From an optimization exercise on the open Yosys and OpenROAD flow, aimed at small area, a short achievable clock period and few clock cycles; shortcuts taken in it are not production practice.
The RTL was checked by simulation tests, not by an equivalence proof against the original design.

<file path="constraint.sdc">
create_clock -name core_clock -period 12.0 [get_ports {clk}]
set_input_delay 2.4000 -clock core_clock [delete_from_list [all_inputs] [get_ports {clk}]]
set_output_delay 2.4000 -clock core_clock [all_outputs]
set_load 0.01 [all_outputs]
</file>
<file path="run.sh">
#!/bin/bash
# synth_recipe.tcl (not shown) runs the flow's synth.tcl, then flattens the netlist and writes it again
# the make line also repeats each setting of config.mk as NAME=value (left out here)
make -C /OpenROAD-flow-scripts/flow DESIGN_CONFIG=/design/flow/config.mk WORK_HOME=/design/flow/orfs CLKGATE_MAP_FILE= SYNTH_SCRIPT=/design/flow/synth_recipe.tcl finish
</file>
<file path="design.v">
module dec9 (
    input  wire       clk,
    input  wire       rst,
    input  wire       req_valid,
    output wire       req_ready,
    input  wire [7:0] req_p,
    input  wire [7:0] req_s,
    input  wire       in_valid,
    output wire       in_ready,
    input  wire [7:0] in_data,
    output wire       out_valid,
    input  wire       out_ready,
    output wire [7:0] out_char,
    output wire       out_last,
    output wire [3:0] out_fault,
    output wire [1:0] out_status,
    output wire       out_sign,
    output wire [6:0] out_intg,
    output wire [6:0] out_frac,
    output wire [3:0] out_len
);
    localparam [3:0] F_NONE        = 4'd0;
    localparam [3:0] F_BADNUMBER   = 4'd1;
    localparam [3:0] F_BADPARAM    = 4'd3;
    localparam [3:0] F_EMPTYDIGITS = 4'd7;
    localparam [3:0] F_GROUPRANGE  = 4'd8;
    localparam [1:0] ST_OK        = 2'd0;
    localparam [1:0] ST_TRUNCATED = 2'd1;
    localparam [1:0] ST_OVERFLOW  = 2'd2;
    localparam [31:0] GMAX = 32'd999999999;
    localparam [2:0] S_IDLE  = 3'd0;
    localparam [2:0] S_SETUP = 3'd1;
    localparam [2:0] S_READ  = 3'd2;
    localparam [2:0] S_CHECK = 3'd3;
    localparam [2:0] S_SIGN  = 3'd4;
    localparam [2:0] S_CONV  = 3'd5;
    localparam [2:0] S_EMIT  = 3'd6;
    localparam [2:0] S_FAULT = 3'd7;
    localparam [2:0] K_IP   = 3'd0;   
    localparam [2:0] K_IF   = 3'd1;   
    localparam [2:0] K_FF   = 3'd2;   
    localparam [2:0] K_FP   = 3'd3;   
    localparam [2:0] K_NONE = 3'd4;   
    function [2:0] dig2bytes(input [3:0] d);
        case (d)
            4'd0:    dig2bytes = 3'd0;
            4'd1:    dig2bytes = 3'd1;
            4'd2:    dig2bytes = 3'd1;
            4'd3:    dig2bytes = 3'd2;
            4'd4:    dig2bytes = 3'd2;
            4'd5:    dig2bytes = 3'd3;
            4'd6:    dig2bytes = 3'd3;
            default: dig2bytes = 3'd4;
        endcase
    endfunction
    function [31:0] pow10(input [3:0] k);
        case (k)
            4'd0:    pow10 = 32'd1;
            4'd1:    pow10 = 32'd10;
            4'd2:    pow10 = 32'd100;
            4'd3:    pow10 = 32'd1000;
            4'd4:    pow10 = 32'd10000;
            4'd5:    pow10 = 32'd100000;
            4'd6:    pow10 = 32'd1000000;
            4'd7:    pow10 = 32'd10000000;
            4'd8:    pow10 = 32'd100000000;
            default: pow10 = 32'd1000000000;
        endcase
    endfunction
    reg  [2:0]  state;
    reg  [7:0]  p_r, s_r;
    reg  [7:0]  bytes_left;    
    reg  [7:0]  skip_left;     
    reg         n_ip;          
    reg  [3:0]  n_if;          
    reg  [3:0]  n_ff;          
    reg         n_fp;          
    reg  [3:0]  intg0x_r;      
    reg  [3:0]  frac0x_r;      
    reg         first_byte;    
    reg  [1:0]  fbyte;         
    reg  [23:0] acc;           
    reg  [3:0]  fault_r;
    reg  [1:0]  status_r;
    reg         sign_r;
    reg  [6:0]  intg_r;
    reg  [6:0]  frac_r;
    reg  [3:0]  len_r;
    reg         range_err;     
    reg  [31:0] dig [0:8];
    reg  [3:0]  gi;            
    reg  [5:0]  conv_cnt;
    reg  [31:0] bin_sh;
    reg  [35:0] bcd;
    reg  [3:0]  dk;            
    wire [7:0] ip_digits = p_r - s_r;
    wire [7:0] intg0     = ip_digits / 8'd9;
    wire [3:0] intg0x    = ip_digits % 8'd9;
    wire [7:0] frac0     = s_r / 8'd9;
    wire [3:0] frac0x    = s_r % 8'd9;
    wire [7:0] intg1     = intg0 + (intg0x != 4'd0 ? 8'd1 : 8'd0);
    wire [7:0] frac1     = frac0 + (frac0x != 4'd0 ? 8'd1 : 8'd0);
    wire [7:0] lsize     = {intg0[5:0], 2'b00} + dig2bytes(intg0x)
                         + {frac0[5:0], 2'b00} + dig2bytes(frac0x);
    wire       bad_param = (p_r == 8'd0) || (s_r > p_r);
    wire       overflow  = intg1 > 8'd9;
    wire       truncate  = !overflow && (intg1 + frac1 > 8'd9);
    wire [7:0] ovf_skip  = dig2bytes(intg0x) + {intg0[5:0] - 6'd9, 2'b00};
    wire [7:0] trunc_ff  = 8'd9 - intg1;
    wire [2:0] kind = n_ip           ? K_IP :
                      (n_if != 4'd0) ? K_IF :
                      (n_ff != 4'd0) ? K_FF :
                      n_fp           ? K_FP : K_NONE;
    wire [2:0] fwidth = (kind == K_IP) ? dig2bytes(intg0x_r) :
                        (kind == K_FP) ? dig2bytes(frac0x_r) : 3'd4;
    wire       take_byte  = (state == S_READ) && in_valid && (bytes_left != 8'd0);
    wire       neg        = first_byte ? ~in_data[7] : sign_r;
    wire [7:0] byte_in    = first_byte ? (in_data ^ 8'h80) : in_data;
    wire       in_field   = (skip_left == 8'd0) && (kind != K_NONE) && (fault_r == F_NONE);
    wire       field_done = in_field && ({1'b0, fbyte} == fwidth - 3'd1);
    wire [31:0] raw       = {acc, byte_in};
    wire [31:0] fval      = (fwidth == 3'd1) ? (raw ^ {24'd0, {8{neg}}}) :
                            (fwidth == 3'd2) ? (raw ^ {16'd0, {16{neg}}}) :
                            (fwidth == 3'd3) ? ({{8{raw[23]}}, raw[23:0]} ^ {32{neg}}) :
                                               (raw ^ {32{neg}});
    wire       fbad       = (kind == K_IP) ? (fval >= pow10(intg0x_r + 4'd1)) : (fval > GMAX);
    wire [31:0] fp_group  = fval * pow10(4'd9 - frac0x_r);
    wire [31:0] group     = (kind == K_FP) ? fp_group : fval;
    wire       elide      = (len_r == 4'd0) && (fval == 32'd0) && ((kind == K_IP) || (kind == K_IF));
    wire [3:0] cur_digit = bcd[35:32];
    wire       last_grp  = (gi == len_r - 4'd1);
    assign req_ready  = (state == S_IDLE);
    assign in_ready   = (state == S_READ) && (bytes_left != 8'd0);
    assign out_valid  = (state == S_SIGN) || (state == S_EMIT) || (state == S_FAULT);
    assign out_char   = (state == S_SIGN)  ? 8'h2D :
                        (state == S_EMIT)  ? ((dk == 4'd9) ? 8'h2E : {4'h3, cur_digit}) :
                        8'h00;
    assign out_last   = (state == S_FAULT) || ((state == S_EMIT) && (dk == 4'd8) && last_grp);
    assign out_fault  = fault_r;
    assign out_status = status_r;
    assign out_sign   = sign_r;
    assign out_intg   = intg_r;
    assign out_frac   = frac_r;
    assign out_len    = len_r;
    wire beat = out_valid && out_ready;
    reg [35:0] bcd_adj;
    integer j;
    always @(*) begin
        bcd_adj = bcd;
        for (j = 0; j < 9; j = j + 1)
            if (bcd[4*j +: 4] >= 4'd5)
                bcd_adj[4*j +: 4] = bcd[4*j +: 4] + 4'd3;
    end
    always @(posedge clk) begin
        if (rst) begin
            state <= S_IDLE;
        end else begin
            case (state)
            S_IDLE: begin
                if (req_valid) begin
                    p_r   <= req_p;
                    s_r   <= req_s;
                    state <= S_SETUP;
                end
            end
            S_SETUP: begin
                fault_r    <= F_NONE;
                len_r      <= 4'd0;
                range_err  <= 1'b0;
                first_byte <= 1'b1;
                fbyte      <= 2'd0;
                acc        <= 24'd0;
                if (bad_param) begin
                    fault_r <= F_BADPARAM;
                    state   <= S_FAULT;
                end else begin
                    bytes_left <= lsize;
                    state      <= S_READ;
                    if (overflow) begin
                        skip_left <= ovf_skip;
                        n_ip      <= 1'b0;
                        n_if      <= 4'd9;
                        n_ff      <= 4'd0;
                        n_fp      <= 1'b0;
                        intg0x_r  <= 4'd0;
                        frac0x_r  <= 4'd0;
                        status_r  <= ST_OVERFLOW;
                        intg_r    <= 7'd81;
                        frac_r    <= 7'd0;
                    end else if (truncate) begin
                        skip_left <= 8'd0;
                        n_ip      <= (intg0x != 4'd0);
                        n_if      <= intg0[3:0];
                        n_ff      <= trunc_ff[3:0];
                        n_fp      <= 1'b0;
                        intg0x_r  <= intg0x;
                        frac0x_r  <= 4'd0;
                        status_r  <= ST_TRUNCATED;
                        intg_r    <= intg0[6:0] * 7'd9 + {3'd0, intg0x};
                        frac_r    <= trunc_ff[6:0] * 7'd9;
                    end else begin
                        skip_left <= 8'd0;
                        n_ip      <= (intg0x != 4'd0);
                        n_if      <= intg0[3:0];
                        n_ff      <= frac0[3:0];
                        n_fp      <= (frac0x != 4'd0);
                        intg0x_r  <= intg0x;
                        frac0x_r  <= frac0x;
                        status_r  <= ST_OK;
                        intg_r    <= intg0[6:0] * 7'd9 + {3'd0, intg0x};
                        frac_r    <= frac0[6:0] * 7'd9 + {3'd0, frac0x};
                    end
                end
            end
            S_READ: begin
                if (bytes_left == 8'd0) begin
                    if (fault_r != F_NONE)
                        state <= S_FAULT;
                    else
                        state <= S_CHECK;
                end else if (take_byte) begin
                    bytes_left <= bytes_left - 8'd1;
                    first_byte <= 1'b0;
                    if (first_byte)
                        sign_r <= ~in_data[7];
                    if (skip_left != 8'd0) begin
                        skip_left <= skip_left - 8'd1;
                    end else if (in_field) begin
                        if (field_done) begin
                            fbyte <= 2'd0;
                            acc   <= 24'd0;
                            case (kind)
                                K_IP: n_ip <= 1'b0;
                                K_IF: n_if <= n_if - 4'd1;
                                K_FF: n_ff <= n_ff - 4'd1;
                                default: n_fp <= 1'b0;
                            endcase
                            if (fbad) begin
                                fault_r <= F_BADNUMBER;
                            end else if (elide) begin
                                intg_r <= intg_r - ((kind == K_IP) ? {3'd0, intg0x_r} : 7'd9);
                            end else begin
                                dig[len_r] <= group;
                                len_r      <= len_r + 4'd1;
                                if (group > GMAX)
                                    range_err <= 1'b1;
                            end
                        end else begin
                            fbyte <= fbyte + 2'd1;
                            acc   <= {acc[15:0], byte_in};
                        end
                    end
                end
            end
            S_CHECK: begin
                gi <= 4'd0;
                if (len_r == 4'd0) begin
                    fault_r <= F_EMPTYDIGITS;
                    state   <= S_FAULT;
                end else if (range_err) begin
                    fault_r <= F_GROUPRANGE;
                    state   <= S_FAULT;
                end else begin
                    bin_sh   <= dig[0];
                    bcd      <= 36'd0;
                    conv_cnt <= 6'd0;
                    state    <= sign_r ? S_SIGN : S_CONV;
                end
            end
            S_SIGN: begin
                if (out_ready)
                    state <= S_CONV;
            end
            S_CONV: begin
                bcd      <= {bcd_adj[34:0], bin_sh[31]};
                bin_sh   <= {bin_sh[30:0], 1'b0};
                conv_cnt <= conv_cnt + 6'd1;
                if (conv_cnt == 6'd31) begin
                    dk    <= 4'd0;
                    state <= S_EMIT;
                end
            end
            S_EMIT: begin
                if (beat) begin
                    if (dk == 4'd8 && last_grp) begin
                        state <= S_IDLE;
                    end else if (dk == 4'd9) begin
                        gi       <= gi + 4'd1;
                        bin_sh   <= dig[gi + 4'd1];
                        bcd      <= 36'd0;
                        conv_cnt <= 6'd0;
                        state    <= S_CONV;
                    end else begin
                        dk  <= dk + 4'd1;
                        if (dk != 4'd8)
                            bcd <= {bcd[31:0], 4'd0};
                    end
                end
            end
            S_FAULT: begin
                if (out_ready)
                    state <= S_IDLE;
            end
            default: state <= S_IDLE;
            endcase
        end
    end
endmodule
</file>
<file path="config.mk">
export PLATFORM = sky130hd
export DESIGN_NAME = dec9
export DESIGN_NICKNAME = dec9
export VERILOG_FILES = /design/flow/design.v
export SDC_FILE = /design/flow/constraint.sdc
export NUM_CORES = 4
export LEC_CHECK = 0
export CAP_MARGIN = 20
export CORE_MARGIN = 2
export CORE_UTILIZATION = 40
export SLEW_MARGIN = 20
</file>
==> reports/metrics.cfg <==
[outcome]
status=no timing/DRC/antenna violations

[timing]
hold-worst-slack_ps=576
fin_crit_ps=11470
rsz0062_at_grt=no
slew_headroom=0.275
setup_tns_ps=0
finalClockSkew_ps=17.1
worst_slew_pin_slew_ps=1090
setup_violations=0
hold_viol=0
fmax_ghz=0.0872
slew_violations=0
fin_crit_sh=0.956

[final_layout]
synthToLayoutAreaGrowth_pct=11.0
fin_area_um2=46600
antenna_cells=0
fin_nets=4784
n_fill_cell=9617
drive_above_1_share=0.0903

[floorplanning]
row_count=118
initial_core_util=0.404
core_area_um2=104000
die_w_um=328
fp.dieH_um=328
io_pins=66
dieArea_um2=108000

[worst_setup_path]
path_buf_inv=5
cp-end-kind=flip-flop
regToRegEndpoint=range_err$_DFFE_PP_
crit-reg2reg-launch=frac0x_r[1]$_SDFFCE_PP0P_
critPathLaunchType=flip-flop
cp.arrival_ps=11830
rrSetupSlack_ps=530
path_delay_family=adder cells
cpMostUsedCell=xnor2_1
max_stage_delay_ps=570
cp_max_fo=9
cp_slowest_cell=a2111o_4
critPathKind=flip-flop to flip-flop
cp.required_ps=12360
rr_worst_depth=35
cp.depth=35

[synthesis]
synthCells=3970
synth-edff-count=473
async_reset_ff_frac=0
yosys_warnings=1
ys_seq_elements=476
netlist_area_um2=42000
ys_seq_area_frac=0.340
avgSynthCellArea_um2=10.6
ys.flop_type=edfxtp_1
ys_types=107

[place]
place_congestion=0.936
dpl_cell_area_um2=45000
port_buffers=63
dpl.hpwl_um=89300

[route]
wirelength_um=120000
firstDrtPassIters=8
final_antenna_net_count=0
routedWlPerCell_um=21.8
drtIter0Drc=2877
drc=0
via_per_inst=5.50
vias=30100

[flow_run]
cap_violations=0

[clock_tree]
cts_tree=done
clk_latency_ps=600
clk_transition_reported_paths_ps=70
postCtsSetupBuffers=0
htree_levels=2
cts_buffers=47
ctsResizeCount=0
cts_hold_buf=0
clockRootBuffer=clkbuf_16
cts.sinks=476
cts_buffer_depth=3

[global_route]
first_global_vias=30900
grt.overflow.total=0
gr-usage-all-layers=0.224
antenna_found_initial=4
grt_max_degree=66
grt_first_pass_wirelength_um=185000

[min_path]
worst_hold_path.num_cells=2
holdCritPathClass=flip-flop to flip-flop
holdCritStartpoint=dig[8][28]$_DFFE_PP_
min_to=bin_sh[28]$_DFFE_PP_

==> sequential cells by signal, summed over array words and instances (netlist names), 6 cells and up <==
name / count
acc: 24
bcd: 36
bin_sh: 32
bytes_left: 8
conv_cnt: 6
dig: 288
frac_r: 7
intg_r: 7
p_r: 8
s_r: 8
skip_left: 8
==> cells in the mapped netlist, types with 17 or more instances <==
library cell,instances,area share
nor3b_1,22,0.0039
a21oi_1,164,0.020
nor3_1,49,0.0058
a21o_1,29,0.0052
a222oi_1,32,0.0076
mux4_2,64,0.034
o22ai_1,17,0.0025
o21ai_0,153,0.018
nand2_1,479,0.043
clkbuf_1,133,0.012
nor2b_1,46,0.0069
nor2_1,275,0.025
a211oi_1,21,0.0038
and3_1,22,0.0033
fa_1,419,0.20
inv_1,579,0.052
ha_1,276,0.082
and2_1,56,0.0083
xor2_1,54,0.011
nand2b_1,33,0.0049
nand3_1,48,0.0057
mux2i_1,47,0.011
a31oi_1,20,0.0030
edfxtp_1,473,0.34
xnor2_1,143,0.030
==> cell usage in the layout, fill, tap and decap left out, drive strengths merged, types with 14 or more instances in the layout <==
cell type        n
inv            588
nand2          480
edfxtp         473
fa             419
ha             276
nor2           276
o21ai          168
a21oi          167
xnor2          148
buf            145
mux4            64
clkdlybuf4s50   63
clkbuf          58
and2            57
xor2            55
nor3            52
mux2i           48
nand3           48
nor2b           46
nand2b          33
a222oi          32
a21o            29
clkinv          29
a211oi          26
nor3b           22
and3            22
a31oi           21
o22ai           17
o21a            16
o31ai           16
nand4           14
==> per-layer routing <==
layer	GRT usage	routed length (um)
met5	0	28
met4	0.0643	3590
met3	0.0374	9450
met2	0.358	55000
met1	0.314	51500
==> logic make-up (layout without fill, tap and decap cells) <==
logic type	count (synthesis)	count (layout)	share of synthesized area
mux	116	116	0.0470
xor+xnor	205	205	0.0445
other cells	1	2	0.0000894
simple gates	1100	1100	0.119
flops	476	476	0.340
fa+ha+maj	699	699	0.283
compound gates	609	609	0.0975
buf+inv	764	889	0.0693
==> stage by stage <==
stage | std cells | worst slack (ps) | utilization
6_report | 5476 | 533 | 0.449
5_1_grt | 5476 | 91.2 | 0.449
4_1_cts | 5474 | 555 | 0.448
3_5_place_dp | 5389 | 188 | 0.433
3_3_place_gp | 5389 | 189 | 0.433
2_1_floorplan | 3971 | 794 | -
==> layout make-up <==
class / count / area, um2 / area share
Multi-Input combinational cell: 2731 / 25000 / 0.537
Sequential cell: 476 / 14300 / 0.306
Inverter: 596 / 2240 / 0.0480
Timing Repair Buffer: 208 / 1800 / 0.0387
Tap cell: 1380 / 1730 / 0.0371
Clock buffer: 58 / 1240 / 0.0266
Clock inverter: 27 / 304 / 0.00653
==> worst register-to-register path, delay by kind of cell, from the launching register on <==
kind                       cells  cell delay [ps]
AOI/OAI and AO/OA              4             1630
muxes                          1              280
DFF                            1              490
buffers and inverters          5             1050
and+or+nand+nor                4             1040
adders and majority gates     10             4530
xor gates and xnor gates      11             2190
==> worst max path at each step <==
stage | startpoint | slack (ps) | to
floorplan | in_data[7] | 790 | range_err$_DFFE_PP_
global placement | in_data[7] | 190 | range_err$_DFFE_PP_
detailed placement | in_data[7] | 190 | range_err$_DFFE_PP_
CTS | n_ff[0]$_DFFE_PP_ | 560 | range_err$_DFFE_PP_
global route | frac0x_r[1]$_SDFFCE_PP0P_ | 90 | range_err$_DFFE_PP_
finish | frac0x_r[1]$_SDFFCE_PP0P_ | 530 | range_err$_DFFE_PP_
Testbench counts, summed over its fixed seeds: cycles 421,097.

==> static timing again, ports no longer ideal <==
Ports are ideal in the flow. The routed layout listed here was re-timed in OpenROAD.
Step 1: set_driving_cell puts a clkbuf_16 on clk and a buf_2 on each other input, an assumption about the parent block.
Step 2 moves the port delays by t, midway between the first and last clock arrival at a register: inputs arrive t later, outputs are due t later. That takes back most of the time a late clock gives input paths.
a / b / c = ideal ports / drivers / drivers and shift; a / b = the first two.
t, ns: 0.653
setup slack, ns: 0.533 / 0.533 / 0.103
worst register clock-pin slew, ns: 0.07 / 0.07
After both steps setup and hold are still met in this run. For this run, drivers alone change the setup slack by 0.000 ns; drivers and shift together by -0.430 ns.
